Source: an optimization exercise on an open RTL-to-GDS flow (aim: small area). Production flows keep margins and buffers that such runs may drop.
In this exercise RTL edits were held to simulation tests only and were not proved equivalent to the original.
No activity file was given, so power comes from the tool's default toggle rates.

==> design/flow/config.mk <==
export PLATFORM = sky130hd
export DESIGN_NAME = ntsc_lsb
export DESIGN_NICKNAME = ntsc_lsb
export VERILOG_FILES = /design/flow/design.v
export SDC_FILE = /design/flow/constraint.sdc
export NUM_CORES = 4
export LEC_CHECK = 0
export CAP_MARGIN = 20
export CORE_MARGIN = 2
export CORE_UTILIZATION = 40
export SLEW_MARGIN = 20
==> design/flow/run.sh <==
#!/bin/bash
# synth_recipe.tcl (not shown) runs the flow's synth.tcl, then flattens the netlist and writes it again
# the make line also repeats each setting of config.mk as NAME=value (left out here)
make -C /OpenROAD-flow-scripts/flow DESIGN_CONFIG=/design/flow/config.mk WORK_HOME=/design/flow/orfs CLKGATE_MAP_FILE= SYNTH_SCRIPT=/design/flow/synth_recipe.tcl finish
==> design/flow/design.v <==
module ntsc_lsb (
    input  wire        clk,
    input  wire        rst_n,
    input  wire        run,
    input  wire        mode_il,       
    input  wire        mode_den,      
    input  wire        mode_burst,    
    input  wire        mode_pic,      
    input  wire [31:0] frame_init,    
    input  wire [7:0]  lvl_tip,
    input  wire [7:0]  lvl_porch,
    input  wire [7:0]  lvl_black,
    input  wire [7:0]  burst_000,
    input  wire [7:0]  burst_060,
    input  wire [7:0]  burst_090,
    input  wire [7:0]  burst_120,
    input  wire [7:0]  burst_180,
    input  wire [7:0]  burst_240,
    input  wire [7:0]  burst_270,
    input  wire [7:0]  burst_300,
    output wire        ps_req,
    output wire [31:0] ps_frame,
    output wire [8:0]  ps_row,
    output wire [10:0] ps_col,
    input  wire [7:0]  ps_data,
    input  wire        ps_ack,
    output reg         dac_valid,
    output reg  [7:0]  dac_out,
    output reg         sol,
    output wire        vblank,
    output wire        field
);
    wire il  = mode_il;
    wire den = mode_den;
    reg        running;
    reg [10:0] q;             
    reg        f;             
    reg [8:0]  r;             
    reg [1:0]  m3;            
    reg [31:0] frame;
    wire [10:0] q_first = den ? 11'd1802 : 11'd1884;
    wire        q_last  = den ? (q == 11'd1121) : (q == 11'd747);
    wire pre   = &q[10:8];
    wire fh    = pre | (den ? (q < 11'd438) : (q < 11'd292));       
    wire eq_tip = fh ? (pre & (den ? (q < 11'd1856) : (q < 11'd1920)))
                     : (den ? (q < 11'd492) : (q < 11'd328));
    wire vs_tip = fh ? (pre | (den ? (q < 11'd342) : (q < 11'd228)))
                     : (den ? (q < 11'd1026) : (q < 11'd684));
    wire bl_tip   = pre & (den ? (q < 11'd1905) : (q < 11'd1952));    
    wire bl_porch = pre ? (den ? (q < 11'd2007) : (q < 11'd2020))     
                        : (den ? (q >= 11'd1095) : (q >= 11'd730));   
    wire in_burst = pre & (den ? (q >= 11'd1916 && q < 11'd1970)
                               : (q >= 11'd1960 && q < 11'd1996));
    wire window   = den ? (q < 11'd1056) : (q < 11'd704);
    wire ph_000 = den ? (~q[0] & (m3 == 2'd0)) : (q[1:0] == 2'd0);
    wire ph_060 = den &  q[0] & (m3 == 2'd1);
    wire ph_090 = ~den & (q[1:0] == 2'd1);
    wire ph_120 = den & ~q[0] & (m3 == 2'd2);
    wire ph_180 = den ? ( q[0] & (m3 == 2'd0)) : (q[1:0] == 2'd2);
    wire ph_240 = den & ~q[0] & (m3 == 2'd1);
    wire ph_270 = ~den & (q[1:0] == 2'd3);
    wire ph_300 = den &  q[0] & (m3 == 2'd2);
    wire       vb = r[8];             
    wire [4:0] s  = r[4:0];           
    wire       r_240 = ~r[8] & (&r[7:4]);
    wire       sync  = vb & (s >= 5'd10) & (s <= 5'd18);    
    wire       f2    = f & ~fh;       
    wire half_vs = f2 ? (s >= 5'd12 && s <= 5'd14) : (s >= 5'd13 && s <= 5'd15);
    wire half_pr = f2 & (s == 5'd18);
    wire l262b   = il & ~f & r_240 & ~fh;                   
    wire l282    = f & vb & (s == 5'd29);
    wire fill    = mode_pic & ~vb & ~r_240;
    assign ps_req   = fill & window;
    assign ps_frame = frame;
    assign ps_row   = il ? {r[7:0], f} : r;
    assign ps_col   = q;
    wire use_ps = ps_req & ps_ack;
    wire sy       = sync | l262b;
    wire sy_tip   = ~half_pr & (half_vs ? vs_tip : eq_tip);
    wire bt       = ~sy & ~use_ps;
    wire sel_tip  = sy ? sy_tip : (~use_ps & bl_tip);
    wire sel_ps   = ~sy & use_ps;
    wire sel_bu   = bt & ~bl_tip & mode_burst & in_burst;
    wire sel_blk  = bt & ~bl_tip & ~(mode_burst & in_burst) & ~bl_porch & ~(l282 & fh);
    wire sel_por  = ~sel_tip & ~sel_ps & ~sel_bu & ~sel_blk;
    always @(*)
        dac_out = ({8{sel_tip}} & lvl_tip)
                | ({8{sel_por}} & lvl_porch)
                | ({8{sel_blk}} & lvl_black)
                | ({8{sel_ps}}  & ps_data)
                | ({8{sel_bu & ph_000}} & burst_000)
                | ({8{sel_bu & ph_060}} & burst_060)
                | ({8{sel_bu & ph_090}} & burst_090)
                | ({8{sel_bu & ph_120}} & burst_120)
                | ({8{sel_bu & ph_180}} & burst_180)
                | ({8{sel_bu & ph_240}} & burst_240)
                | ({8{sel_bu & ph_270}} & burst_270)
                | ({8{sel_bu & ph_300}} & burst_300);
    assign vblank = ~f & vb;
    assign field  = f;
    wire eofield = (il & ~f) ? r_240 : (r == 9'd239);
    always @(posedge clk) begin
        running   <= rst_n & run;
        dac_valid <= rst_n & run & running;
        sol       <= ~dac_valid | q_last;
        if (!dac_valid) begin
            q     <= q_first;
            r     <= 9'd490;
            f     <= 1'b0;
            m3    <= 2'd0;
            frame <= frame_init;
        end else begin
            frame <= frame + {31'd0, q_last & eofield & (f | ~il)};
            m3    <= (m3 == 2'd2) ? 2'd0 : m3 + 2'd1;
            q     <= q_last ? q_first : q + 11'd1;
            if (q_last & eofield) begin
                r <= 9'd490;
                f <= il & ~f;
            end else begin
                r <= r + {8'd0, q_last};
            end
        end
    end
endmodule
==> design/flow/constraint.sdc <==
create_clock -name core_clock -period 10.0 [get_ports {clk}]
set_input_delay 2.0000 -clock core_clock [delete_from_list [all_inputs] [get_ports {clk}]]
set_output_delay 2.0000 -clock core_clock [all_outputs]
set_load 0.01 [all_outputs]
==> results of run 1 <==
-- final cells by class --
| type | instances | area [µm²] |
|---|---|---|
| Timing Repair Buffer | 203 | 2020 |
| Sequential cell | 58 | 1160 |
| Multi-Input combinational cell | 435 | 2940 |
| Inverter | 29 | 109 |
| Clock inverter | 6 | 114 |
| Fill cell | 958 | 4150 |
| Clock buffer | 10 | 128 |
| Tap cell | 140 | 175 |
-- report_power, final --
group          switching [mW]  internal (mW)  leakage, nW  total (mW)
Combinational          0.0527         0.0938         1.84       0.147
Sequential             0.0168          0.242        0.482       0.259
Clock                  0.0980          0.166        0.113       0.265
-- sequential cells by signal, indices dropped and copies added, names as in the netlist --
signal     count
m3             2
dac_valid      1
running        1
q             11
f              1
frame         32
sol            1
r              9
-- how the worst max path moves through the flow --
stage / end / from / slack (ns) / depth (start not counted)
2_1_floorplan: dac_out[0] / mode_den / 4.34 / 8
3_3_place_gp: dac_out[7] / mode_den / 2.38 / 9
3_5_place_dp: dac_out[0] / mode_den / 2.36 / 9
4_1_cts: dac_out[0] / mode_den / 2.33 / 9
5_1_grt: dac_out[0] / mode_den / 1.97 / 9
6_report: dac_out[0] / mode_den / 2.31 / 9
-- critical path, stage by stage --
cell	delay (ns)
clkdlybuf4s50_1	1.08
inv_1	0.35
or3_1	0.44
o211a_1	0.13
a211oi_1	0.50
and2_1	0.39
a221oi_2	0.11
o221ai_1	0.11
clkdlybuf4s50_1	0.58
-- logic make-up (layout without fill, tap and decap cells) --
logic type                 count (synthesis)  count (layout)
AOI/OAI and AO/OA                        133             133
xor gates and xnor gates                  46              46
adders and majority gates                 11              11
buffers and inverters                     69             248
DFF                                       58              58
muxes                                     27              27
and+or+nand+nor                          218             218
-- synth_stat cells, drive strengths merged, types with 2 or more instances --
library cell	count	area share, %
or3	3	0.43
o21bai	2	0.34
a2111oi	4	1.4
nor3	10	1.3
buf	15	2.3
a221oi	8	2.4
dfxtp	58	26
a22oi	2	0.34
xor2	18	3.6
or2	3	0.43
a22o	9	1.8
and2	4	0.60
nand2	41	3.5
nor4b	3	0.60
ha	11	3.1
nand3	31	3.6
and3	20	3.0
mux2i	14	3.2
o21ai	7	0.80
a31oi	4	0.57
nor4	2	0.28
o221ai	9	1.8
a21oi	46	5.2
clkbuf	25	2.1
xnor2	28	5.6
o2111ai	2	0.54
inv	29	2.5
mux2	13	3.4
and4	4	0.80
o22ai	8	1.1
o211ai	7	1.2
nor2b	9	1.3
a222oi	8	1.8
nand2b	4	0.57
nand4	17	2.4
nor3b	2	0.34
nor2	61	5.2
nand3b	2	0.34
a211oi	5	0.85
-- stage by stage --
stage	utilization, %	hold slack [ns]	setup slack [ns]
after floorplan	-	0.427	4.34
after global placement	59.4	0.442	2.38
after detailed placement	59.4	0.447	2.36
after CTS	61.6	0.458	2.33
after global routing	61.6	0.479	1.97
final	61.6	0.452	2.31
-- layer usage --
metal / vias to the layer above / GRT usage [%] / wire length, µm
li1: 2395 / - / -
met1: 2232 / 29.8 / 6200
met2: 196 / 40.9 / 7080
met3: 25 / 6.63 / 1280
met4: 0 / 7.69 / 284
met5: - / 0 / 0
==> metrics.md, run 1 <==
| Metric | Value |
|---|---|
| Outcome | `complete, no violations` |
| Hold Path Class | `register to register` |
| ANT cells | `0` |
| Power, Total | `670 µW` |
| Min Tclk post-route | `7.69 ns` |
| Fin cells | `881` |
| Share of layout cells above drive strength 1 | `6.75%` |
| Fin. Hold Viols | `0` |
| Final ANT Viol Nets | `0` |
| Mux contribution to synthesized area | `6.60%` |
| Vias | `4848` |
| Post-CTS Setup Inserts | `0` |
| Synth Area per Inst | `7.83 µm²` |
| Synthesis-stage register bit count | `58` |
| Synth Area in Simple Gates | `25.0%` |
| Design area | `6650 µm²` |
| Placer congestion estimate | `0.904` |
| Initial Util | `40.8%` |
| Worst EP required | `8.00 ns` |
| Yosys cell types | `69` |
| Die width | `109 µm` |
| Die Ht | `109 µm` |
| I/O Pins | `201` |
| Unrepaired setup endpoints after global routing | `false` |
| Worst R2R Start | `q[6]` |
| Initial antenna violation count | `0` |
| Area grow syn2layout | `51.1%` |
| Most used DFF post-synth | `dfxtp_1` |
| Clock Skews | `0.0121 ns` |
| Max-slew violations | `0` |
| CTS root buffer | `clkbuf_8` |
| Crit. End Element | `output port` |
| Starting DRT DRC Count | `455` |
| Slew margin rel. | `38.0%` |
| Vias in the first global route | `4568` |
| Hold EP | `m3[0]` |
| Synthesized area | `4400 µm²` |
| CTS Buf Count | `9` |
| Worst-Skew Late Latency | `0.34 ns` |
| Most frequent cells in the layout | `clkdlybuf4s50_1, nor2_1, dfxtp_1` |
| Core Rows | `38` |
| Critical Path Start Type | `input port` |
| # DRC | `0` |
| H-tree depth reported by CTS | `3` |
| CTS tree | `done` |
| Async SR Flop Fraction | `0%` |
| Average wire per standard cell | `16.9 µm` |
| Hold path startpoint | `m3[0]` |
| Syn nets | `709` |
| Critical path fanouts, max | `25` |
| Post-Synth Adder-Cell Area | `3.13%` |
| Ys Warns | `1` |
| Worst slew pin tran | `0.927 ns` |
| Final setup vio count | `0` |
| CTS hold repair buffers | `0` |
| Post_cts resized | `0` |
| GRT Util Overall | `24.2%` |
| CTS Sinks | `58` |
| Clock transition at path regs | `0.08 ns` |
| Synth Instances | `562` |
| Min-Delay Path Depth | `1` |
| First-pass GRT wire length | `22800 µm` |
| Setup TNS | `0 ns` |
| Final WL | `14900 µm` |
| Most common cell after layout, fill and taps aside | `clkdlybuf4s50_1` |
| Dpl hpwl | `11400 µm` |
| Maximum clock path buffer count | `2` |
| Sequential-to-total area share from yosys stat | `26.4%` |
| # nets final | `883` |
| Combinational family with the most area after synthesis | `simple AND/OR/NAND/NOR gates` |
| XOR/XNOR Fraction of Synth Area | `9.16%` |
| Global route overflow | `0` |
| PD cells | `101 nW/µm²` |
| Die ar. | `11900 µm²` |
| WS Path Type | `input port to output port` |
| FMAX | `130 MHz` |
| Maximum VDD drop | `0.0943 mV` |
| Post-Place Cells | `865` |
| CP Data Arrival Time | `5.69 ns` |
| Post-synth EDFFs | `0` |
| Tcrit/Tclk final | `76.9%` |
| DP Area | `6410 µm²` |
| Core area | `10800 µm²` |
| # port buffers | `200` |
| Max-cap violation count | `0` |
| Static Leak | `2.43 nW` |
| First drt pass iteration count | `5` |
| Synth Area in Compound Gates | `22.8%` |
| R2r worst-path depth | `14` |
| DR vias/cell | `5.50` |
| Worst R2R End | `frame[31]` |
| Largest net degree at the start of global routing | `70` |
| Worst reg-to-reg setup slack | `6.11 ns` |
==> inputs of run 2 (changes only) <==
==> design/flow/flow/run.sh (new file) <==
#!/bin/bash
set -euo pipefail
echo 'export BUFFER_PORTS_ARGS = -buffer_cell sky130_fd_sc_hd__buf_1' >> config.mk
bash standard.sh > flow_standard.log 2>&1
==> design/flow/standard.sh (new file) <==
#!/bin/bash
# synth_recipe.tcl (not shown) runs the flow's synth.tcl, then flattens the netlist and writes it again
# the make line also repeats each setting of config.mk as NAME=value (left out here)
make -C /OpenROAD-flow-scripts/flow DESIGN_CONFIG=/design/flow/config.mk WORK_HOME=/design/flow/orfs CLKGATE_MAP_FILE= SYNTH_SCRIPT=/design/flow/synth_recipe.tcl "${@:-finish}"
--- a/design/flow/config.mk
+++ b/design/flow/config.mk
@@ -9,3 +9,4 @@
 export CORE_MARGIN = 2
 export CORE_UTILIZATION = 40
 export SLEW_MARGIN = 20
+export BUFFER_PORTS_ARGS = -buffer_cell sky130_fd_sc_hd__buf_1
removed: design/flow/run.sh
==> run 2 against run 1 <==
Non-clock buffer count unchanged. Clock power down 17%. Critical endpoint is now dac_out[5]. Via count up 1.8%. Flip-flop and latch count did not move. Setup slack improved by 1.2 ns. Critical path depth is the same. Largest cell class unchanged. Total power fell by 14%. Cell count did not move. First-iteration DRC count shrank 13%. Design area shrank 19%. Routed wire length down 7.4%. Still clean.
==> metrics.md, run 2 <==
| Metric | Value |
|---|---|
| Outcome | `complete, no violations` |
| Syn nets | `709 (unchanged)` |
| I/O Pins | `201 (unchanged)` |
| Core area | `10800 µm² (unchanged)` |
| Synth top area share | `26.4% (unchanged)` |
| Top-count cell post-synth | `nor2_1` |
| Worst-Skew Late Latency | `0.34 ns (about the same)` |
| Fin. Hold Viols | `0 (unchanged)` |
| Max reg flops | `32 (unchanged)` |
| Sequential-to-total area share from yosys stat | `26.4% (unchanged)` |
| CP max stage delay | `0.38 ns (-0.70 ns)` |
| Clock transition at path regs | `0.07 ns (about the same)` |
| H-tree depth reported by CTS | `3 (unchanged)` |
| PD cells | `107 nW/µm² (+6.3%)` |
| Sequential standard cell area | `1160 µm² (unchanged)` |
| Global route overflow | `0 (unchanged)` |
| Maximum VDD drop | `0.134 mV (+42%)` |
| Initial Util | `40.8% (unchanged)` |
| Die Ht | `109 µm (unchanged)` |
| Synthesis-stage register bit count | `58 (unchanged)` |
| # DRC | `0 (unchanged)` |
| Share of layout cells above drive strength 1 | `6.88% (+0.13 points)` |
| Hold EP | `m3[0]` |
| Die width | `109 µm (unchanged)` |
| ANT cells | `0 (unchanged)` |
| Synthesized area | `4400 µm² (unchanged)` |
| Clock Skews | `0.0127 ns (+0.000664 ns)` |
| Met2 layer usage reported by global route | `38.5% (-2.4 points)` |
| First drt pass iteration count | `5 (unchanged)` |
| Hold Path Class | `register to register` |
| Layout Utilization | `49.7% (-12 points)` |
| CTS tree | `done` |
| Post-Synth Adder-Cell Area | `3.13% (unchanged)` |
| CP Cell Sequence | `buf_1, nor2b_1, nor3b_1, nand4_1, and3_1, and3_1, a221oi_2, o221ai_1, buf_1` |
| Area of the multi-input gates | `2940 µm² (unchanged)` |
| Fillcell total | `1098 (+15%)` |
| Hold WS | `0.467 ns (+0.0147 ns)` |
| First-pass GRT wire length | `21400 µm (-6.0%)` |
| Post-synth EDFFs | `0 (unchanged)` |
| Setup ws final | `3.53 ns (+1.22 ns)` |
| Async SR Flop Fraction | `0% (unchanged)` |
| Placer congestion estimate | `0.931 (+3.0%)` |
| Min-Delay Path Depth | `1 (unchanged)` |
| CTS root buffer | `clkbuf_8` |
| XOR/XNOR Fraction of Synth Area | `9.16% (unchanged)` |
| Mux contribution to synthesized area | `6.60% (unchanged)` |
| Vias in the first global route | `4495 (-1.6%)` |
| Most used DFF post-synth | `dfxtp_1` |
| # nets final | `883 (unchanged)` |
| GRT Util Overall | `22.7% (-1.5 points)` |
| Tcrit/Tclk final | `64.7% (-12 points)` |
| Worst reg-to-reg setup slack | `5.95 ns (-0.16 ns)` |
| Area grow syn2layout | `21.8%` |
| Post-CTS Setup Inserts | `0 (unchanged)` |
| Int Power | `406 µW (-19%)` |
| P_sw | `168 µW (+0.17%)` |
| Worst slew pin tran | `0.724 ns (-0.203 ns)` |
| WS Path Type | `input port to output port` |
| Die ar. | `11900 µm² (unchanged)` |
| Synth Instances | `562 (unchanged)` |
| Max-slew violations | `0 (unchanged)` |
| Combinational family with the most area after synthesis | `simple AND/OR/NAND/NOR gates` |
| Worst path bufs/invs | `2 (-1)` |
| R2r worst-path depth | `14 (unchanged)` |
| Synth Area in Compound Gates | `22.8% (unchanged)` |
| Most common cell after layout, fill and taps aside | `buf_1` |
| Maximum clock path buffer count | `2 (unchanged)` |
| CP Data Arrival Time | `4.47 ns (-1.22 ns)` |
| Sw Ratio | `29.2% (+4.2 points)` |
| Slowest CP cell | `buf_1` |
| CTS hold repair buffers | `0 (unchanged)` |
| CTS Buf Count | `9 (unchanged)` |
| Clock share of power | `38.4% (-1.1 points)` |
| Slew margin rel. | `51.7% (+14 points)` |
| Dpl hpwl | `10400 µm (-8.9%)` |
| Gr busiest metal | `met2` |
| CP delay by family, top | `simple AND/OR/NAND/NOR gates` |
| Yosys cell types | `69 (unchanged)` |
| Unrepaired setup endpoints after global routing | `false` |
| DP Worst Slack | `3.59 ns (+1.22 ns)` |
| Worst R2R Start | `q[6]` |
| Post_cts resized | `0 (unchanged)` |
| Worst EP required | `8.00 ns (about the same)` |
| Comb pwr share | `16.6% (-5.3 points)` |
| GR Util met3 | `6.40% (-0.24 points)` |
| Synth Area in Simple Gates | `25.0% (unchanged)` |
| Worst R2R End | `frame[31]` |
| Top cell type by total area after synthesis | `dfxtp_1` |
| Crit. End Element | `output port` |
| Min Tclk post-route | `6.47 ns (-1.22 ns)` |
| Final ANT Viol Nets | `0 (unchanged)` |
| Hold path startpoint | `m3[0]` |
| # port buffers | `200 (unchanged)` |
| FMAX | `155 MHz (+19%)` |
| Max-cap violation count | `0 (unchanged)` |
| Synth area leaders | `dfxtp_1, xnor2_1, a21oi_1` |
| Initial antenna violation count | `0 (unchanged)` |
| Vias | `4933 (+1.8%)` |
| Core Rows | `38 (unchanged)` |
| Seq pwr share | `45.0% (+6.4 points)` |
| Biggest regs | `frame: 32 flops, q: 11 flops, r: 9 flops` |
| M1 GR Usage | `27.2% (-2.6 points)` |
| CTS Sinks | `58 (unchanged)` |
| Setup TNS | `0 ns (unchanged)` |
| Static Leak | `1.87 nW (-23%)` |
| Most frequent cells in the layout | `buf_1, nor2_1, dfxtp_1` |
| Synth Area per Inst | `7.83 µm² (unchanged)` |
| Synth top cells by count | `nor2_1, dfxtp_1, a21oi_1, nand2_1, nand3_1` |
| Final setup vio count | `0 (unchanged)` |
| Largest net degree at the start of global routing | `71 (+1.4%)` |
| Final WL | `13700 µm (-7.4%)` |
| Largest Register | `frame` |
| Ys Warns | `1 (unchanged)` |
| Critical Path Start Type | `input port` |
| Starting DRT DRC Count | `395 (-13%)` |
| DR vias/cell | `5.60 (+1.8%)` |
| Critical path fanouts, max | `11 (-56%)` |
| Average wire per standard cell | `15.6 µm (-7.4%)` |
run 2: worst max path at each step:
stage / cells past startpoint / slack [ns] / start / to
floorplan: 8 / 4.34 / mode_den / dac_out[0]
global placement: 10 / 3.70 / mode_den / dac_out[0]
detailed placement: 10 / 3.59 / mode_den / dac_out[1]
CTS: 10 / 3.58 / mode_den / dac_out[5]
global route: 10 / 3.34 / mode_den / dac_out[5]
finish: 9 / 3.53 / mode_il / dac_out[5]
run 2: stage by stage:
step                power (mW)  instances  instance area (µm²)
CTS                      0.580        881                 5360
global route             0.603        881                 5360
global placement         0.356        865                 5150
finish                   0.574        881                 5360
detailed placement       0.358        865                 5150
floorplan                0.315        562                 4400
run 2: cells by family (layout without fill, tap and decap cells):
family	count (synthesis)	count (layout)
muxes	27	27
AOI/OAI and AO/OA	133	133
xor gates and xnor gates	46	46
and+or+nand+nor	218	218
buffers and inverters	69	248
DFF	58	58
adders and majority gates	11	11
run 2: power groups by stage:
| stage | logic [mW] | clock network, mW | registers (mW) |
|---|---|---|---|
| finish | 0.0953 | 0.220 | 0.258 |
| global route | 0.106 | 0.236 | 0.260 |
| detailed placement | 0.0947 | 0 | 0.263 |
| CTS | 0.0953 | 0.227 | 0.258 |
| floorplan | 0.0519 | 0 | 0.263 |
| global placement | 0.0935 | 0 | 0.263 |
run 2: area by class of cell:
cell class	instances	share of cell area [%]
multi-input cells	435	54.8
clock buffers	10	2.57
clock inverters	6	1.24
repair buffers	203	14.4
flip-flops and latches	58	21.7
inverters	29	2.03
well taps	140	3.27
run 2: metal layers:
layer | share of wire, % | vias to the layer above | wire length, µm
li1 | - | 2400 | -
met1 | 40 | 2228 | 5550
met2 | 47 | 263 | 6520
met3 | 9.4 | 42 | 1300
met4 | 2.7 | 0 | 376
met5 | 0 | - | 0
==> inputs of run 3 (changes only) <==
==> design/flow/flow/run.sh (replaced) <==
#!/bin/bash
# Layout flow: the standard synthesis, then an area re-mapping of its
# combinational logic (registers untouched), then the standard layout
# with the port buffers made of the smallest buffer cell.
set -euo pipefail
W=$(pwd)
R=$W/orfs/results/$FLOW_PLATFORM/ntsc_lsb/base
LIB=$FLOW_HOME/platforms/$FLOW_PLATFORM/lib/sky130_fd_sc_hd__tt_025C_1v80.lib
YOSYS=$FLOW_HOME/../tools/install/yosys/bin/yosys
[[ -x $YOSYS ]] || YOSYS=yosys

echo 'export BUFFER_PORTS_ARGS = -buffer_cell sky130_fd_sc_hd__buf_1' >> config.mk

# 1. standard synthesis
bash standard.sh synth > log_1_standard_synth.txt 2>&1
cp "$R/1_2_yosys.v" "$W/synth_standard.v"

# 2. area re-mapping of the combinational logic
DU=$(sed -n '/DONT_USE_CELLS/,/^#/p' "$FLOW_HOME/platforms/$FLOW_PLATFORM/config.mk" \
     | grep -o 'sky130_fd_sc_hd__[a-z0-9_]*' | sed 's/^/-dont_use /' | tr '\n' ' ')
sed -e "s#@LIB@#$LIB#g" -e "s#@IN@#$W/synth_standard.v#" -e "s#@OUT@#$W/synth_resynth.v#" \
    -e "s#@DONTUSE@#$DU#" flow/resynth.ys.in > resynth.ys
"$YOSYS" -l log_2_resynth.txt resynth.ys > /dev/null 2>&1
cp "$W/synth_resynth.v" "$R/1_2_yosys.v"
rm -f "$R/1_synth.odb" "$R/1_synth.sdc"

# 3. standard layout from the re-mapped netlist
bash standard.sh > log_3_layout.txt 2>&1
==> design/flow/flow/resynth.ys.in (new file) <==
# Area re-mapping of the standard synthesis's combinational logic.
# The registers are kept as they are (same cells, same instance names).
read_liberty -ignore_miss_func @LIB@
blackbox sky130_fd_sc_hd__*df* sky130_fd_sc_hd__*dl*
read_verilog @IN@
hierarchy -top ntsc_lsb
flatten
rename -hide w:* x:* %d
opt_clean -purge
abc -liberty @LIB@ @DONTUSE@ -script "+strash;dch,-f;amap;strash;dch,-f;amap"
opt_clean -purge
hilomap -singleton -hicell sky130_fd_sc_hd__conb_1 HI -locell sky130_fd_sc_hd__conb_1 LO
splitnets
opt_clean -purge
select ntsc_lsb
stat -liberty @LIB@
write_verilog -noattr -nohex -nodec -selected @OUT@
==> run 3 against run 2 <==
Still clean. Synthesized area shrank 16%. Die area down 15%. Flip-flop and latch count unchanged. Routed wire length down 0.40%. Worst hold slack improved by 0.015 ns. Via count is 1.4% higher. Maximum frequency fell by 22%. Sequential power is 2% lower. Non-clock buffer count stayed put. Clock skew fell by 0.0038 ns. Total power is 12% higher. Largest cell class unchanged.
==> metrics.md, run 3 <==
| Metric | Value |
|---|---|
| GRT Util Overall | `27.2% (+4.5 points)` |
| Die Ht | `100 µm (-7.9%)` |
| Fin. Hold Viols | `0 (unchanged)` |
| Slew margin rel. | `44.1% (-7.6 points)` |
| Maximum clock path buffer count | `2 (unchanged)` |
| WS Path Type | `input port to output port` |
| First drt pass iteration count | `5 (unchanged)` |
| Power, Total | `641 µW (+12%)` |
| Post_cts resized | `0 (unchanged)` |
| Worst-Skew Late Latency | `0.34 ns (about the same)` |
| CP Cell Sequence | `buf_1, clkinv_1, o211ai_1, o32ai_1, nor2_1, clkinv_1, nor2_1, nor2_1, a221oi_1, o311a_1, nor4_1, buf_4, nor4_2, a222oi_1, nand2_1, buf_1` |
| Fillcell total | `945 (-14%)` |
| Clock transition at path regs | `0.07 ns (about the same)` |
| R2r worst-path depth | `18 (+4)` |
| Final WL | `13700 µm (-0.40%)` |
| Most frequent cells in the layout | `buf_1, nor2_1, nand2_1` |
| Synthesized area | `3710 µm² (-16%)` |
| Die width | `100 µm (-7.9%)` |
| CTS tree | `done` |
| Max-cap violation count | `0 (unchanged)` |
| Final ANT Viol Nets | `0 (unchanged)` |
| Largest Register | `frame` |
| Min Tclk post-route | `8.25 ns (+1.78 ns)` |
| Worst R2R End | `frame[31]` |
| Setup TNS | `0 ns (unchanged)` |
| Dpl hpwl | `10500 µm (+0.51%)` |
| Vias | `5002 (+1.4%)` |
| DR vias/cell | `5.61 (+0.15%)` |
| PD cells | `131 nW/µm² (+22%)` |
| Biggest regs | `frame: 32 flops, q: 11 flops, r: 9 flops` |
| Max reg flops | `32 (unchanged)` |
| # nets final | `911 (+3.2%)` |
| Die ar. | `10100 µm² (-15%)` |
| Hold Path Class | `register to register` |
| H-tree depth reported by CTS | `3 (unchanged)` |
| Most frequent CP cell | `nor2_1` |
| Share of layout cells above drive strength 1 | `2.44% (-4.4 points)` |
| CTS hold repair buffers | `0 (unchanged)` |
| Min-Delay Path Depth | `1 (unchanged)` |
| Post-Place Cells | `875 (+1.2%)` |
| Slowest CP cell | `nor4_2` |
| Max-slew violations | `0 (unchanged)` |
| # port buffers | `200 (unchanged)` |
| CTS root buffer | `clkbuf_8` |
| Post-CTS Setup Inserts | `0 (unchanged)` |
| Fin cells | `892 (+1.2%)` |
| CP max stage delay | `0.70 ns (+0.32 ns)` |
| Global route overflow | `0 (unchanged)` |
| Design area | `4900 µm² (-8.6%)` |
| Area grow syn2layout | `32.0%` |
| Most common cell after layout, fill and taps aside | `buf_1` |
| Critical Path Start Type | `input port` |
| Synth Area per Inst | `6.62 µm² (-16%)` |
| Final setup vio count | `0 (unchanged)` |
| Worst reg-to-reg setup slack | `4.77 ns (-1.18 ns)` |
| CTS Buf Count | `9 (unchanged)` |
| Syn nets | `697 (-1.7%)` |
| Crit. End Element | `output port` |
| Core Rows | `35 (-7.9%)` |
| Hold path startpoint | `running` |
| Worst R2R Start | `q[0]` |
| Core area | `9110 µm² (-16%)` |
| DP Area | `4620 µm² (-10%)` |
| Initial antenna violation count | `2 (+2)` |
| Hold EP | `dac_valid` |
| Ys Warns | `1 (unchanged)` |
| Starting DRT DRC Count | `240 (-39%)` |
| Initial Util | `40.7% (about the same)` |
| Maximum VDD drop | `0.109 mV (-19%)` |
| Worst slew pin tran | `0.817 ns (+0.0936 ns)` |
| CP delay by family, top | `buffers and inverters` |
| FMAX | `121 MHz (-22%)` |
| Synth Instances | `561 (-0.18%)` |
| # DRC | `0 (unchanged)` |
| Tcrit/Tclk final | `82.5% (+18 points)` |
| Average wire per standard cell | `15.3 µm (-1.6%)` |
| CTS Sinks | `58 (unchanged)` |
| Layout Utilization | `53.8% (+4.1 points)` |
| Static Leak | `1.67 nW (-10%)` |
| CP Data Arrival Time | `6.25 ns (+1.78 ns)` |
| I/O Pins | `201 (unchanged)` |
| Worst EP required | `8.00 ns (about the same)` |
| Placer congestion estimate | `0.987 (+6.1%)` |
| Largest net degree at the start of global routing | `51 (-28%)` |
| Critical path fanouts, max | `18 (+7)` |
| Clock Skews | `0.00897 ns (-0.00376 ns)` |
| Outcome | `complete, no violations` |
| Worst path bufs/invs | `5 (+3)` |
| First-pass GRT wire length | `21500 µm (+0.32%)` |
| Vias in the first global route | `4426 (-1.5%)` |
| Unrepaired setup endpoints after global routing | `false` |
run 3: per-stage QoR:
step	worst slack (ns)	hold WS [ns]
after global routing	1.45	0.488
after global placement	1.95	0.456
after floorplan	3.04	0.444
final	1.75	0.482
after CTS	1.58	0.477
after detailed placement	1.59	0.450
run 3: worst max-delay path by stage:
stage,cells after the start,startpoint,end
final,16,mode_den,dac_out[3]
after global routing,16,mode_den,dac_out[1]
after CTS,16,mode_den,dac_out[3]
after detailed placement,16,mode_den,dac_out[3]
after global placement,16,mode_den,dac_out[3]
after floorplan,13,mode_den,dac_out[3]
run 3: final cells by class:
class,count,area (µm²),area share (%)
well taps,111,139,2.84
repair buffers,203,773,15.8
diodes,1,2.50,0.0511
inverters,63,236,4.83
flip-flops and latches,58,1160,23.7
clock inverters,5,125,2.55
clock buffers,11,141,2.89
multi-input cells,440,2320,47.4
run 3: power by group:
group | leakage, nW | switching [mW] | internal, mW
Sequential | 0.482 | 0.0114 | 0.242
Combinational | 1.06 | 0.0576 | 0.0397
Clock | 0.134 | 0.0930 | 0.197
run 3: worst reg2reg max path, delay by kind of cell (launching register included):
family                 cells  cell delay, ns
flip-flops                 1            0.67
AO/OA/AOI/OAI              3            0.45
AND/OR/NAND/NOR           12            2.86
buffers and inverters      3            1.14
run 3: per-layer routing:
layer / up-vias / global-route usage, % / part of all wire, %
met2: 256 / 44.3 / 47
li1: 2493 / - / -
met5: - / 0 / 0
met3: 45 / 7.59 / 8.5
met1: 2208 / 32.0 / 39
met4: 0 / 15.7 / 5.4
==> inputs of run 4 (changes only) <==
--- a/design/flow/config.mk
+++ b/design/flow/config.mk
@@ -7,6 +7,9 @@
 export LEC_CHECK = 0
 export CAP_MARGIN = 20
 export CORE_MARGIN = 2
-export CORE_UTILIZATION = 40
+export CORE_UTILIZATION = 65
+export CTS_BUF_LIST = sky130_fd_sc_hd__clkbuf_4
+export CTS_CLUSTER_SIZE = 30
+export PLACE_DENSITY = 0.8
 export SLEW_MARGIN = 20
 export BUFFER_PORTS_ARGS = -buffer_cell sky130_fd_sc_hd__buf_1
==> run 4 against run 3 <==
Largest power group is now registers. Critical path type unchanged. First-iteration DRC count rose to 3.4 times the previous value. Combinational power increased by 0.8%. Register-to-register slack lost 0.33 ns. Via count up 8.1%. Die area down 37%. Worst hold slack improved by 0.011 ns. Clock skew rose by 0.0067 ns. Global-route usage is 17 points higher. Flip-flop and latch count is the same. Cell count down 4.6%.
==> metrics.md, run 4 <==
| Metric | Value |
|---|---|
| Outcome | `complete, no violations` |
| Critical Path Start Type | `input port` |
| Biggest regs | `frame: 32 flops, q: 11 flops, r: 9 flops` |
| Worst EP required | `8.00 ns (about the same)` |
| Starting DRT DRC Count | `815 (+240%)` |
| Synth Area per Inst | `6.62 µm² (unchanged)` |
| PD cells | `120 nW/µm² (-8.0%)` |
| # port buffers | `200 (unchanged)` |
| Die width | `79.6 µm (-21%)` |
| Synthesized area | `3710 µm² (unchanged)` |
| Setup TNS | `0 ns (unchanged)` |
| GRT Util Overall | `43.7% (+17 points)` |
| Final WL | `14100 µm (+3.2%)` |
| Final setup vio count | `0 (unchanged)` |
| DP Worst Slack | `1.48 ns (-0.111 ns)` |
| Hold WS | `0.493 ns (+0.0110 ns)` |
| Initial Util | `67.4% (+27 points)` |
| Ys Warns | `1 (unchanged)` |
| Tcrit/Tclk final | `81.1% (-1.4 points)` |
| CTS Buf Count | `9 (unchanged)` |
| Post-CTS Setup Inserts | `0 (unchanged)` |
| FMAX | `123 MHz (+1.7%)` |
| Die Ht | `79.6 µm (-21%)` |
| Min Tclk post-route | `8.11 ns (-0.142 ns)` |
| Max-slew violations | `0 (unchanged)` |
| # DRC | `0 (unchanged)` |
| Die ar. | `6330 µm² (-37%)` |
| Static Leak | `1.63 nW (-2.9%)` |
| CTS hold repair buffers | `0 (unchanged)` |
| Core area | `5510 µm² (-40%)` |
| Most frequent cells in the layout | `buf_1, nor2_1, nand2_1` |
| Layout Utilization | `86.5% (+33 points)` |
| Share of layout cells above drive strength 1 | `2.57% (+0.13 points)` |
| Max-cap violation count | `0 (unchanged)` |
| Synth Instances | `561 (unchanged)` |
| Fin. Hold Viols | `0 (unchanged)` |
| CTS tree | `done` |
| Average wire per standard cell | `16.6 µm (+8.2%)` |
| Largest net degree at the start of global routing | `50 (-2.0%)` |
| Largest Register | `frame` |
| # nets final | `910 (-0.11%)` |
| Vias | `5408 (+8.1%)` |
| Worst-Skew Late Latency | `0.42 ns (+0.08 ns)` |
| Critical path fanouts, max | `18 (unchanged)` |
| Crit. End Element | `output port` |
| Vias in the first global route | `4825 (+9.0%)` |
| Hold Path Class | `register to register` |
| Unrepaired setup endpoints after global routing | `false` |
| Initial antenna violation count | `0 (-2)` |
| Max reg flops | `32 (unchanged)` |
| WS Path Type | `input port to output port` |
| Global route overflow | `0 (unchanged)` |
| Slew margin rel. | `42.3% (-1.8 points)` |
| First drt pass iteration count | `10 (+5)` |
| Clock Skews | `0.0157 ns (+0.00669 ns)` |
| Maximum clock path buffer count | `2 (unchanged)` |
| Maximum VDD drop | `0.147 mV (+35%)` |
| Dpl hpwl | `10100 µm (-3.9%)` |
| Clock transition at path regs | `0.10 ns (+0.03 ns)` |
| Post_cts resized | `0 (unchanged)` |
| Area grow syn2layout | `28.4%` |
| CTS Sinks | `58 (unchanged)` |
| CTS root buffer | `clkbuf_4` |
| Worst slew pin tran | `0.859 ns (+0.0417 ns)` |
| Core Rows | `27 (-23%)` |
| Syn nets | `697 (unchanged)` |
| Placer congestion estimate | `1.02 (+2.9%)` |
| I/O Pins | `201 (unchanged)` |
| CP Data Arrival Time | `6.11 ns (-0.14 ns)` |
| First-pass GRT wire length | `22000 µm (+2.1%)` |
| ANT cells | `0 (-1)` |
| Setup ws final | `1.89 ns (+0.142 ns)` |
| Final ANT Viol Nets | `0 (unchanged)` |
| DR vias/cell | `6.35 (+13%)` |
| Most common cell after layout, fill and taps aside | `buf_1` |
| H-tree depth reported by CTS | `3 (unchanged)` |
-- run 4: cell types whose count changed in the layout (fill, tap and decap cells not counted), sizes merged --
cell      before  now
bufinv         4    3
clkinvlp       0    3
clkbuf        11    9
diode          1    0
buf          203  202
-- run 4: final timing paths --
path,slack (ns),endpoint,cells after the start,startpoint
min reg2reg,0.49,dac_valid,1,running
max reg2reg,4.44,frame[30],17,q[0]
min,0.49,dac_valid,1,running
max,1.89,dac_out[3],15,mode_den
-- run 4: metal layers --
layer / GRT usage, % / up-vias / routed length (µm)
met5: 0 / - / 0
met4: 28.3 / 0 / 863
met3: 10.7 / 85 / 1460
met2: 74.7 / 414 / 6810
met1: 48.0 / 2422 / 5000
li1: - / 2487 / -
-- run 4: layout make-up --
cell class / instances / area, µm²
Multi-Input combinational cell: 440 / 2330
Sequential cell: 58 / 1160
Timing Repair Buffer: 202 / 766
Fill cell: 317 / 742
Inverter: 63 / 236
Clock inverter: 7 / 118
Tap cell: 72 / 90.1
Clock buffer: 9 / 67.6
-- run 4: power by group --
| part | switching [mW] | internal (mW) | total (mW) |
|---|---|---|---|
| combinational | 0.0586 | 0.0395 | 0.0981 |
| sequential | 0.0130 | 0.242 | 0.255 |
| clock | 0.0945 | 0.126 | 0.220 |
| total | 0.166 | 0.407 | 0.573 |
-- run 4: per-stage QoR --
| step | instances | area, µm² | total power [mW] |
|---|---|---|---|
| 2_1_floorplan | 561 | 3710 | 0.306 |
| 3_3_place_gp | 835 | 4570 | 0.348 |
| 3_5_place_dp | 835 | 4570 | 0.352 |
| 4_1_cts | 851 | 4750 | 0.568 |
| 5_1_grt | 851 | 4760 | 0.591 |
| 6_report | 851 | 4760 | 0.573 |
-- run 4: critical path, cell delays in order --
cell and delay, ns:
buf_1 0.52, clkinv_1 0.61, o211ai_1 0.23, o32ai_1 0.12, nor2_1 0.18, clkinv_1 0.13, nor2_1 0.14, nor2_1 0.05
a221oi_1 0.38, nor3_1 0.12, nor4_2 0.73, nor4_2 0.25, a222oi_1 0.41, nand2_1 0.08, buf_1 0.13
==> inputs of run 5 (changes only) <==
--- a/design/flow/flow/run.sh
+++ b/design/flow/flow/run.sh
@@ -9,7 +9,10 @@
 YOSYS=$FLOW_HOME/../tools/install/yosys/bin/yosys
 [[ -x $YOSYS ]] || YOSYS=yosys
 
-echo 'export BUFFER_PORTS_ARGS = -buffer_cell sky130_fd_sc_hd__buf_1' >> config.mk
+cat >> config.mk <<EOC
+export BUFFER_PORTS_ARGS = -buffer_cell sky130_fd_sc_hd__buf_1
+export CTS_ARGS = -sink_clustering_enable -repair_clock_nets -dont_use_dummy_load -buf_list sky130_fd_sc_hd__clkbuf_4 -root_buf sky130_fd_sc_hd__clkbuf_4 -sink_clustering_size 20
+EOC
 
 # 1. standard synthesis
 bash standard.sh synth > log_1_standard_synth.txt 2>&1
==> design/flow/config.mk (replaced) <==
export PLATFORM = sky130hd
export DESIGN_NAME = ntsc_lsb
export DESIGN_NICKNAME = ntsc_lsb
export VERILOG_FILES = /design/flow/design.v
export SDC_FILE = /design/flow/constraint.sdc
export NUM_CORES = 4
export LEC_CHECK = 0
export CAP_MARGIN = 20
export CORE_MARGIN = 2
export CORE_UTILIZATION = 55
export PLACE_DENSITY = 0.7
export SLEW_MARGIN = 20
export BUFFER_PORTS_ARGS = -buffer_cell sky130_fd_sc_hd__buf_1
export CTS_ARGS = -sink_clustering_enable -repair_clock_nets -dont_use_dummy_load -buf_list sky130_fd_sc_hd__clkbuf_4 -root_buf sky130_fd_sc_hd__clkbuf_4 -sink_clustering_size 20
==> run 5 against run 4 <==
Register-to-register slack improved by 0.32 ns. Non-clock buffer count decreased by 1. Critical path type unchanged. Setup slack got worse by 0.040 ns. Routed wire length decreased by 11%. Clock skew increased by 0.018 ns. Flip-flop and latch count unchanged. Maximum frequency decreased by 0.49%. First-iteration DRC count decreased by 45%. Sequential power about the same. Clock-buffer cell count unchanged. Critical endpoint unchanged. Sequential share of layout area increased by 0.62 points.
==> metrics.md, run 5 <==
| Metric | Value |
|---|---|
| # nets final | `909 (-0.11%)` |
| Final WL | `12600 µm (-11%)` |
| Largest net degree at the start of global routing | `50 (unchanged)` |
| Core Rows | `29 (+7.4%)` |
| Outcome | `complete, no violations` |
| ANT cells | `0 (unchanged)` |
| # port buffers | `200 (unchanged)` |
| CP Cell Sequence | `buf_1, clkinv_1, o211ai_1, o32ai_1, nor2_1, clkinv_1, nor2_1, nor2_1, a221oi_1, nor3_1, nor4_2, nor4_2, a222oi_1, nand2_1, buf_1` |
| CTS Buf Count | `9 (unchanged)` |
| Fin cells | `848 (-0.35%)` |
| Die width | `86.1 µm (+8.3%)` |
| DR vias/cell | `6.04 (-4.9%)` |
| Critical path fanouts, max | `18 (unchanged)` |
| Final ANT Viol Nets | `0 (unchanged)` |
| Die ar. | `7420 µm² (+17%)` |
| CP delay by family, top | `simple AND/OR/NAND/NOR gates` |
| Ys Warns | `1 (unchanged)` |
| Starting DRT DRC Count | `447 (-45%)` |
| WS Path Type | `input port to output port` |
| Post-CTS Setup Inserts | `0 (unchanged)` |
| Max-cap violation count | `0 (unchanged)` |
| FMAX | `123 MHz (-0.49%)` |
| CTS Sinks | `58 (unchanged)` |
| Maximum clock path buffer count | `2 (unchanged)` |
| Synthesized area | `3710 µm² (unchanged)` |
| Fillcell total | `556 (+75%)` |
| Vias in the first global route | `4655 (-3.5%)` |
| Largest Register | `frame` |
| CTS hold repair buffers | `0 (unchanged)` |
| Critical Path Start Type | `input port` |
| CTS tree | `done` |
| H-tree depth reported by CTS | `3 (unchanged)` |
| Global route overflow | `0 (unchanged)` |
| CP max stage delay | `0.75 ns (+0.02 ns)` |
| DP Worst Slack | `1.80 ns (+0.326 ns)` |
| Area grow syn2layout | `25.2%` |
| Layout Utilization | `72.3% (-14 points)` |
| Most common cell after layout, fill and taps aside | `buf_1` |
| PD cells | `99.2 nW/µm² (-18%)` |
| Min Tclk post-route | `8.14 ns (+0.0398 ns)` |
| Synth Instances | `561 (unchanged)` |
| Most frequent CP cell | `nor2_1` |
| Max-slew violations | `0 (unchanged)` |
| Worst-Skew Late Latency | `0.39 ns (-0.03 ns)` |
| Worst slew pin tran | `0.881 ns (+0.0222 ns)` |
| Tcrit/Tclk final | `81.4% (+0.40 points)` |
| Average wire per standard cell | `14.9 µm (-10%)` |
| Crit. End Element | `output port` |
| CP Data Arrival Time | `6.14 ns (+0.03 ns)` |
| I/O Pins | `201 (unchanged)` |
| Share of layout cells above drive strength 1 | `1.56% (-1.0 points)` |
| Vias | `5126 (-5.2%)` |
| GRT Util Overall | `33.1% (-11 points)` |
| Worst path bufs/invs | `4 (unchanged)` |
| Maximum VDD drop | `0.0989 mV (-33%)` |
| Biggest regs | `frame: 32 flops, q: 11 flops, r: 9 flops` |
| Initial antenna violation count | `0 (unchanged)` |
| Fin. Hold Viols | `0 (unchanged)` |
| Dpl hpwl | `9890 µm (-1.7%)` |
| Setup TNS | `0 ns (unchanged)` |
| Slowest CP cell | `nor4_2` |
| Synth Area per Inst | `6.62 µm² (unchanged)` |
| First-pass GRT wire length | `20100 µm (-8.5%)` |
| Setup ws final | `1.86 ns (-0.0398 ns)` |
| # DRC | `0 (unchanged)` |
| Unrepaired setup endpoints after global routing | `false` |
| Max reg flops | `32 (unchanged)` |
| Initial Util | `57.8% (-9.6 points)` |
| Post_cts resized | `0 (unchanged)` |
| Power, Total | `461 µW (-20%)` |
| Worst EP required | `8.00 ns (about the same)` |
| Placer congestion estimate | `0.940 (-7.5%)` |
| Hold WS | `0.492 ns (-0.000870 ns)` |
| Syn nets | `697 (unchanged)` |
| Clock Skews | `0.0333 ns (+0.0176 ns)` |
| Slew margin rel. | `40.8% (-1.5 points)` |
| CTS root buffer | `clkbuf_4` |
| First drt pass iteration count | `5 (-5)` |
| DP Area | `4570 µm² (+0.11%)` |
| Most frequent cells in the layout | `buf_1, nor2_1, nand2_1` |
| Final setup vio count | `0 (unchanged)` |
| Post-Place Cells | `839 (+0.48%)` |
| Hold Path Class | `register to register` |
| Die Ht | `86.1 µm (+8.3%)` |
| Core area | `6420 µm² (+17%)` |
| Design area | `4650 µm² (-2.5%)` |
| Clock transition at path regs | `0.10 ns (about the same)` |
| Static Leak | `1.57 nW (-3.2%)` |
[run 5: power by group]
| group | internal, mW | switching (mW) | total (mW) |
|---|---|---|---|
| Combinational | 0.0393 | 0.0550 | 0.0943 |
| Clock | 0.0417 | 0.0707 | 0.112 |
| Sequential | 0.242 | 0.0120 | 0.254 |
| Total | 0.323 | 0.138 | 0.461 |
[run 5: layout make-up]
class	count	area (µm²)	share of cell area [%]
timing repair buffer	201	758	16.3
tap	77	96.3	2.07
inverter	63	236	5.09
clock buffer	9	67.6	1.45
sequential	58	1160	25.0
multi-input combinational	440	2330	50.1
[run 5: final timing paths]
kind | from | end | slack, ns | cells past startpoint
setup / recovery | mode_den | dac_out[3] | 1.86 | 15
hold / removal | running | dac_valid | 0.49 | 1
setup reg to reg | q[0] | frame[30] | 4.76 | 17
hold reg to reg | running | dac_valid | 0.49 | 1
[run 5: per-layer routing]
metal | track usage, % | routed length [µm]
met1 | 38.1 | 4960
met2 | 58.4 | 6100
met3 | 6.83 | 1070
met4 | 15.2 | 521
met5 | 0 | 0
==> inputs of run 6 (changes only) <==
--- a/design/flow/design.v
+++ b/design/flow/design.v
@@ -26,7 +26,7 @@
     input  wire        ps_ack,
     output reg         dac_valid,
     output reg  [7:0]  dac_out,
-    output reg         sol,
+    output wire        sol,
     output wire        vblank,
     output wire        field
 );
@@ -98,11 +98,11 @@
                 | ({8{sel_bu & ph_300}} & burst_300);
     assign vblank = ~f & vb;
     assign field  = f;
+    assign sol    = (q == q_first);
     wire eofield = (il & ~f) ? r_240 : (r == 9'd239);
     always @(posedge clk) begin
         running   <= rst_n & run;
         dac_valid <= rst_n & run & running;
-        sol       <= ~dac_valid | q_last;
         if (!dac_valid) begin
             q     <= q_first;
             r     <= 9'd490;
==> run 6 against run 5 <==
Maximum frequency increased by 11%. Clock skew decreased by 0.012 ns. Sequential share of layout area decreased by 0.11 points. Setup slack improved by 0.84 ns. Critical path depth unchanged. Cell count decreased by 5.3%. Via count decreased by 7.2%.
==> metrics.md, run 6 <==
| Metric | Value |
|---|---|
| Outcome | `complete, no violations` |
| Tcrit/Tclk final | `73.1% (-8.4 points)` |
| Worst R2R Start | `q[6]` |
| PD cells | `97.6 nW/µm² (-1.6%)` |
| First-pass GRT wire length | `19700 µm (-2.1%)` |
| DP Area | `4510 µm² (-1.3%)` |
| Post_cts resized | `0 (unchanged)` |
| # port buffers | `200 (unchanged)` |
| CTS hold repair buffers | `0 (unchanged)` |
| Hold Path Class | `register to register` |
| Sw Ratio | `29.0% (-0.93 points)` |
| Die ar. | `7260 µm² (-2.1%)` |
| Critical Path Start Type | `input port` |
| Sequential standard cell area | `1140 µm² (-1.7%)` |
| FMAX | `137 MHz (+11%)` |
| Crit. End Element | `output port` |
| Post-Place Cells | `794 (-5.4%)` |
| Biggest regs | `frame: 32 flops, q: 11 flops, r: 9 flops` |
| DR vias/cell | `5.92 (-2.0%)` |
| H-tree depth reported by CTS | `3 (unchanged)` |
| Design area | `4590 µm² (-1.3%)` |
| Dpl hpwl | `9660 µm (-2.4%)` |
| Hold path startpoint | `m3[1]` |
| Fin cells | `803 (-5.3%)` |
| ANT cells | `0 (unchanged)` |
| CTS Buf Count | `9 (unchanged)` |
| Unrepaired setup endpoints after global routing | `false` |
| Clock Skews | `0.0215 ns (-0.0118 ns)` |
| Final setup vio count | `0 (unchanged)` |
| Min-Delay Path Depth | `1 (unchanged)` |
| Synthesized area | `3630 µm² (-2.3%)` |
| Area of the multi-input gates | `2270 µm² (-2.4%)` |
| WS Path Type | `input port to output port` |
| GRT Util Overall | `33.4% (+0.32 points)` |
| Max-slew violations | `0 (unchanged)` |
| Average wire per standard cell | `15.2 µm (+2.0%)` |
| Die width | `85.2 µm (-1.1%)` |
| Initial Util | `57.1% (-0.66 points)` |
| Setup TNS | `0 ns (unchanged)` |
| Ys Warns | `1 (unchanged)` |
| Static Leak | `1.55 nW (-1.6%)` |
| Hold EP | `m3[1]` |
| Final WL | `12200 µm (-3.4%)` |
| Most frequent cells in the layout | `buf_1, nor2_1, clkinv_1` |
| Power, Total | `447 µW (-2.9%)` |
| Share of layout cells above drive strength 1 | `2.07% (+0.51 points)` |
| CTS root buffer | `clkbuf_4` |
| Worst reg-to-reg setup slack | `5.09 ns (+0.33 ns)` |
| Maximum clock path buffer count | `2 (unchanged)` |
| Comb pwr share | `19.5% (-1.0 points)` |
| Int Power | `318 µW (-1.6%)` |
| Die Ht | `85.2 µm (-1.1%)` |
| R2r worst-path depth | `20 (+3)` |
| Max-cap violation count | `0 (unchanged)` |
| Max reg flops | `32 (unchanged)` |
| Fillcell total | `544 (-2.2%)` |
| Vias in the first global route | `4393 (-5.6%)` |
| Worst slew pin tran | `0.786 ns (-0.0951 ns)` |
| Synth Instances | `512 (-8.7%)` |
| Final ANT Viol Nets | `0 (unchanged)` |
| Area grow syn2layout | `26.4%` |
| CTS Sinks | `57 (-1.7%)` |
| Maximum VDD drop | `0.122 mV (+23%)` |
| Global route overflow | `0 (unchanged)` |
| Setup ws final | `2.69 ns (+0.837 ns)` |
| Vias | `4756 (-7.2%)` |
| Clock share of power | `24.7% (+0.3 points)` |
| Slew margin rel. | `47.0% (+6.3 points)` |
| Core Rows | `29 (unchanged)` |
| CTS tree | `done` |
| Synth Area per Inst | `7.08 µm² (+7.1%)` |
| # nets final | `864 (-5.0%)` |
| Post-CTS Setup Inserts | `0 (unchanged)` |
| Most common cell after layout, fill and taps aside | `buf_1` |
| Min Tclk post-route | `7.31 ns (-0.837 ns)` |
| Critical path fanouts, max | `23 (+5)` |
| Syn nets | `648 (-7.0%)` |
| Met2 layer usage reported by global route | `59.0% (+0.60 points)` |
| Initial antenna violation count | `0 (unchanged)` |
| Worst R2R End | `frame[31]` |
| GR Util met3 | `6.81% (-0.024 points)` |
| M1 GR Usage | `39.1% (+0.98 points)` |
| Worst-Skew Late Latency | `0.38 ns (about the same)` |
| Placer congestion estimate | `0.929 (-1.2%)` |
| Seq pwr share | `55.8% (+0.7 points)` |
| Fin. Hold Viols | `0 (unchanged)` |
| First drt pass iteration count | `5 (unchanged)` |
| P_sw | `130 µW (-5.9%)` |
| Worst EP required | `8.00 ns (about the same)` |
| Largest Register | `frame` |
| Core area | `6350 µm² (-1.1%)` |
| Starting DRT DRC Count | `436 (-2.5%)` |
| Clock transition at path regs | `0.08 ns (-0.02 ns)` |
| DP Worst Slack | `2.37 ns (+0.569 ns)` |
| CP Data Arrival Time | `5.31 ns (-0.83 ns)` |
| Gr busiest metal | `met2` |
| Largest net degree at the start of global routing | `38 (-24%)` |
| # DRC | `0 (unchanged)` |
| I/O Pins | `201 (unchanged)` |
## run 6: cell type report
| cell class | count | area share (%) |
|---|---|---|
| multi-input combinational | 396 | 49.5 |
| sequential | 57 | 24.9 |
| timing repair buffer | 205 | 17.2 |
| inverter | 59 | 4.83 |
| tap | 77 | 2.10 |
| clock buffer | 9 | 1.47 |
## run 6: worst max-delay path by stage
stage	start	slack [ns]	endpoint	cells past startpoint
floorplan	mode_den	3.01	dac_out[0]	12
CTS	mode_den	2.36	dac_out[2]	16
global route	mode_den	2.32	dac_out[2]	16
detailed placement	mode_den	2.37	dac_out[2]	16
global placement	mode_den	2.61	dac_out[4]	15
finish	mode_den	2.69	dac_out[1]	15
## run 6: through the flow
stage          utilization [%]  hold slack (ns)
2_1_floorplan                -            0.420
3_3_place_gp              71.1            0.434
3_5_place_dp              71.1            0.435
4_1_cts                   72.1            0.447
5_1_grt                   72.2            0.482
6_report                  72.2            0.445
## run 6: power groups by stage
stage / sequential [mW] / combinational (mW) / clock, mW
CTS: 0.249 / 0.0865 / 0.114
finish: 0.250 / 0.0873 / 0.110
global placement: 0.254 / 0.0840 / 0
global route: 0.251 / 0.0961 / 0.124
detailed placement: 0.255 / 0.0861 / 0
floorplan: 0.258 / 0.0397 / 0
## run 6: metal layers
layer  vias to the layer above  wire, µm
met4                         0       428
li1                       2356         -
met5                         -         0
met2                       271      6050
met3                        45       981
met1                      2084      4750
## run 6: worst max-delay path, cell delays in order
cell and delay [ns]:
buf_1 0.07, buf_4 0.26, clkinv_1 0.36, nand3_1 0.20
o21bai_1 0.15, o221ai_1 0.18, clkinv_1 0.12, nand2_1 0.09
a311o_1 0.39, nor4_1 0.24, o41ai_1 0.10, buf_4 0.18
nor4_2 0.53, a221o_1 0.27, buf_1 0.15
==> inputs of run 7 (changes only) <==
==> design/flow/flow/run.sh (replaced) <==
#!/bin/bash
# Layout flow: the standard synthesis, then an area re-mapping of its
# combinational logic (registers untouched; the smallest of a few ABC
# scripts is kept), then the standard layout with the port buffers made
# of the smallest buffer cell and a lighter clock tree.
set -euo pipefail
W=$(pwd)
R=$W/orfs/results/$FLOW_PLATFORM/ntsc_lsb/base
LIB=$FLOW_HOME/platforms/$FLOW_PLATFORM/lib/sky130_fd_sc_hd__tt_025C_1v80.lib
YOSYS=$FLOW_HOME/../tools/install/yosys/bin/yosys
[[ -x $YOSYS ]] || YOSYS=yosys

cat >> config.mk <<EOC
export BUFFER_PORTS_ARGS = -buffer_cell sky130_fd_sc_hd__buf_1
export CTS_ARGS = -sink_clustering_enable -repair_clock_nets -dont_use_dummy_load -buf_list sky130_fd_sc_hd__clkbuf_4 -root_buf sky130_fd_sc_hd__clkbuf_4 -sink_clustering_size 20
EOC

# 1. standard synthesis
bash standard.sh synth > log_1_standard_synth.txt 2>&1
cp "$R/1_2_yosys.v" "$W/synth_standard.v"

# 2. area re-mapping of the combinational logic; keep the smallest result
DU=$(sed -n '/DONT_USE_CELLS/,/^#/p' "$FLOW_HOME/platforms/$FLOW_PLATFORM/config.mk" \
     | grep -o 'sky130_fd_sc_hd__[a-z0-9_]*' | sed 's/^/-dont_use /' | tr '\n' ' ')
SCRIPTS=(
  "strash;dch,-f;amap;strash;dch,-f;amap"
  "strash;balance;dch,-f;amap;strash;dch,-f;amap"
  "strash;ifraig;dch,-f;amap;strash;dch,-f;amap"
  "strash;dc2;dch,-f;amap"
  "strash;dch,-f;amap;strash;dch,-f;amap;strash;dch,-f;amap"
  "strash;dc2;dch,-f;amap;strash;dch,-f;amap"
)
best=""; best_area=""
for i in "${!SCRIPTS[@]}"; do
  sed -e "s#@LIB@#$LIB#g" -e "s#@IN@#$W/synth_standard.v#" -e "s#@OUT@#$W/synth_resynth_$i.v#" \
      -e "s#@DONTUSE@#$DU#" -e "s#@SCRIPT@#${SCRIPTS[$i]}#" flow/resynth.ys.in > resynth_$i.ys
  if "$YOSYS" -l log_2_resynth_$i.txt resynth_$i.ys > /dev/null 2>&1; then
    a=$(grep "Chip area for module" log_2_resynth_$i.txt | tail -1 | awk '{print $NF}')
    echo "script $i (${SCRIPTS[$i]}): $a" >> log_2_resynth_summary.txt
    if [[ -z $best_area ]] || awk -v a="$a" -v b="$best_area" 'BEGIN { exit !(a < b) }'; then
      best=$i; best_area=$a
    fi
  fi
done
echo "kept script $best: $best_area" >> log_2_resynth_summary.txt
cp "$W/synth_resynth_$best.v" "$R/1_2_yosys.v"
rm -f "$R/1_synth.odb" "$R/1_synth.sdc"

# 3. standard layout from the re-mapped netlist
bash standard.sh > log_3_layout.txt 2>&1
--- a/design/flow/flow/resynth.ys.in
+++ b/design/flow/flow/resynth.ys.in
@@ -7,7 +7,7 @@
 flatten
 rename -hide w:* x:* %d
 opt_clean -purge
-abc -liberty @LIB@ @DONTUSE@ -script "+strash;dch,-f;amap;strash;dch,-f;amap"
+abc -liberty @LIB@ @DONTUSE@ -script "+@SCRIPT@"
 opt_clean -purge
 hilomap -singleton -hicell sky130_fd_sc_hd__conb_1 HI -locell sky130_fd_sc_hd__conb_1 LO
 splitnets
==> run 7 against run 6 <==
Die area shrank 1.4%. First-iteration DRC count grew 33%. Combinational power grew 3.1%. Clock power is essentially flat. Non-clock buffer count shrank 3. Cell count shrank 1.2%. Sequential share of layout area grew 0.39 points. Flip-flop and latch count is the same. Critical path depth is the same. Sequential power is essentially flat. Critical path type unchanged. Highest routed layer unchanged.
==> metrics.md, run 7 <==
| Metric | Value |
|---|---|
| Clock share of power | `25.0% (+0.3 points)` |
| Layout Utilization | `71.5% (-0.69 points)` |
| CP Cell Sequence | `buf_1, or2_0, a21oi_1, nor3_1, nand2_1, o221ai_1, o221ai_1, o211ai_1, a21oi_1, a21o_1, nor4_2, a22oi_1, o21ai_0, a221o_1, buf_1` |
| CTS hold repair buffers | `0 (unchanged)` |
| PD cells | `100 nW/µm² (+2.7%)` |
| Core area | `6310 µm² (-0.57%)` |
| Worst path bufs/invs | `2 (-4)` |
| Initial Util | `56.6% (-0.50 points)` |
| Hold Path Class | `register to register` |
| Max-slew violations | `0 (unchanged)` |
| First-pass GRT wire length | `20200 µm (+2.8%)` |
| DP Worst Slack | `2.25 ns (-0.119 ns)` |
| CTS Buf Count | `9 (unchanged)` |
| Int Power | `317 µW (-0.17%)` |
| Dpl hpwl | `9920 µm (+2.7%)` |
| Max-cap violation count | `0 (unchanged)` |
| # port buffers | `200 (unchanged)` |
| Average wire per standard cell | `15.9 µm (+4.6%)` |
| I/O Pins | `201 (unchanged)` |
| Biggest regs | `frame: 32 flops, q: 11 flops, r: 9 flops` |
| Largest net degree at the start of global routing | `48 (+26%)` |
| CTS tree | `done` |
| Setup TNS | `0 ns (unchanged)` |
| P_sw | `135 µW (+4.2%)` |
| Core Rows | `29 (unchanged)` |
| Setup ws final | `2.52 ns (-0.168 ns)` |
| Worst-Skew Late Latency | `0.40 ns (+0.02 ns)` |
| Clock Skews | `0.0447 ns (+0.0233 ns)` |
| Post-Place Cells | `784 (-1.3%)` |
| Syn nets | `641 (-1.1%)` |
| Power, Total | `452 µW (+1.1%)` |
| Largest Register | `frame` |
| Most frequent cells in the layout | `buf_1, nor2_1, clkinv_1` |
| FMAX | `134 MHz (-2.3%)` |
| Post-CTS Setup Inserts | `0 (unchanged)` |
| Hold WS | `0.483 ns (+0.0374 ns)` |
| Worst EP required | `8.00 ns (about the same)` |
| # DRC | `0 (unchanged)` |
| ANT cells | `0 (unchanged)` |
| Design area | `4520 µm² (-1.5%)` |
| Sw Ratio | `29.9% (+0.89 points)` |
| Area grow syn2layout | `26.3% (about the same)` |
| Die width | `84.6 µm (-0.69%)` |
| CTS root buffer | `clkbuf_4` |
| H-tree depth reported by CTS | `3 (unchanged)` |
| Outcome | `complete, no violations` |
| Synthesized area | `3570 µm² (-1.4%)` |
| Static Leak | `1.51 nW (-2.6%)` |
| Fin cells | `793 (-1.2%)` |
| Global route overflow | `0 (unchanged)` |
| Die Ht | `84.6 µm (-0.69%)` |
| Initial antenna violation count | `0 (unchanged)` |
| DR vias/cell | `6.14 (+3.7%)` |
| Worst R2R Start | `q[0]` |
| Tcrit/Tclk final | `74.8% (+1.7 points)` |
| Worst reg-to-reg setup slack | `4.54 ns (-0.55 ns)` |
| Slowest CP cell | `buf_1` |
| Final WL | `12600 µm (+3.3%)` |
| R2r worst-path depth | `22 (+10%)` |
| Final setup vio count | `0 (unchanged)` |
| Maximum VDD drop | `0.117 mV (-3.8%)` |
| Seq pwr share | `55.1% (-0.7 points)` |
| CP max stage delay | `0.58 ns (+0.05 ns)` |
| CP Data Arrival Time | `5.48 ns (+0.17 ns)` |
| Vias in the first global route | `4384 (-0.20%)` |
| Max reg flops | `32 (unchanged)` |
| Die ar. | `7160 µm² (-1.4%)` |
| # nets final | `854 (-1.2%)` |
| Fin. Hold Viols | `0 (unchanged)` |
| Worst slew pin tran | `1.04 ns (+0.256 ns)` |
| Slew margin rel. | `30.1% (-17 points)` |
| Vias | `4869 (+2.4%)` |
| Starting DRT DRC Count | `581 (+33%)` |
| Placer congestion estimate | `1.02 (+9.4%)` |
| Most common cell after layout, fill and taps aside | `buf_1` |
| CP delay by family, top | `compound AO/OA/AOI/OAI gates` |
| Comb pwr share | `19.9% (+0.4 points)` |
| Synth Instances | `505 (-1.4%)` |
| Maximum clock path buffer count | `2 (unchanged)` |
| Crit. End Element | `output port` |
| Hold path startpoint | `running` |
| Post_cts resized | `0 (unchanged)` |
| Final ANT Viol Nets | `0 (unchanged)` |
| Ys Warns | `1 (unchanged)` |
| Share of layout cells above drive strength 1 | `1.82% (-0.25 points)` |
| Min Tclk post-route | `7.48 ns (+0.168 ns)` |
| Unrepaired setup endpoints after global routing | `false` |
| Synth Area per Inst | `7.08 µm² (about the same)` |
| Critical path fanouts, max | `19 (-17%)` |
| Fillcell total | `562 (+3.3%)` |
| Hold EP | `dac_valid` |
| First drt pass iteration count | `7 (+2)` |
| Worst R2R End | `frame[31]` |
| GRT Util Overall | `34.6% (+1.2 points)` |
| Min-Delay Path Depth | `1 (unchanged)` |
| WS Path Type | `input port to output port` |
| Critical Path Start Type | `input port` |
| DP Area | `4440 µm² (-1.7%)` |
| CTS Sinks | `57 (unchanged)` |
| Clock transition at path regs | `0.09 ns (about the same)` |
## run 7: cell count changes in the layout (fill, tap and decap cells not counted), sizes merged, moves of 6 or more
cell,change
o22ai,-11
a221oi,+6
a22oi,-8
o21a,-6
a21oi,+6
o221ai,+15
o21ai,+8
o31ai,-8
o22a,+6
## run 7: worst max path at each step
stage,slack (ns),to,cells past startpoint,startpoint
after global placement,2.42,dac_out[2],10,mode_den
after floorplan,3.55,dac_out[1],13,mode_den
after detailed placement,2.25,dac_out[1],15,mode_den
after CTS,2.25,dac_out[1],15,mode_den
final,2.52,dac_out[1],15,mode_den
after global routing,2.19,dac_out[1],15,mode_den
## run 7: power groups by stage
stage | clock network, mW | registers (mW) | logic (mW)
after floorplan | 0 | 0.258 | 0.0404
after global placement | 0 | 0.254 | 0.0870
after detailed placement | 0 | 0.254 | 0.0886
after CTS | 0.116 | 0.249 | 0.0890
after global routing | 0.126 | 0.251 | 0.0989
final | 0.113 | 0.249 | 0.0900
## run 7: cell type report
cell class	instances	area (µm²)	share of cell area (%)
clock buffers	9	67.6	1.50
repair buffers	202	766	17.0
well taps	77	96.3	2.13
inverters	60	225	4.99
flip-flops and latches	57	1140	25.3
multi-input cells	388	2220	49.2
## run 7: routing by layer
metal	GRT usage (%)	vias to the layer above	share of wire (%)
li1	-	2342	-
met1	39.4	2199	37
met2	59.9	276	49
met3	8.65	52	8.7
met4	17.6	0	5.2
met5	0	-	0

[what the ideal ports hide]
The flow's constraints put no driver on any port. The routed layouts listed below were extracted and timed again, unchanged, in two steps. Step 1, drivers: a clkbuf_16 drives clk and a buf_2 each remaining input, both assumed. Step 2 also shifts input and output timing later by t, the mid clock arrival at the registers, as if the neighbouring blocks saw the same clock. a / b / c = ideal / step 1 / step 2; a / b = the first two.
run	t (ns)	setup WS [ns]	worst setup path at the end	worst register clock-pin slew, ns
run 1	0.361	2.311 / 2.286 / 2.286	input to output	0.08 / 0.08
run 2	0.364	3.533 / 3.511 / 3.511	input to output	0.08 / 0.08
run 3	0.365	1.753 / 1.728 / 1.728	input to output	0.07 / 0.07
run 4	0.438	1.895 / 1.868 / 1.868	input to output	0.12 / 0.12
run 5	0.400	1.855 / 1.830 / 1.830	input to output	0.10 / 0.10
run 6	0.401	2.692 / 2.669 / 2.669	input to output	0.09 / 0.09
run 7	0.406	2.524 / 2.492 / 2.492	input to output	0.11 / 0.11
After both steps every run listed still meets setup and hold. For run 7, which loses most, drivers alone change the setup slack by -0.032 ns; drivers and shift together by -0.032 ns.
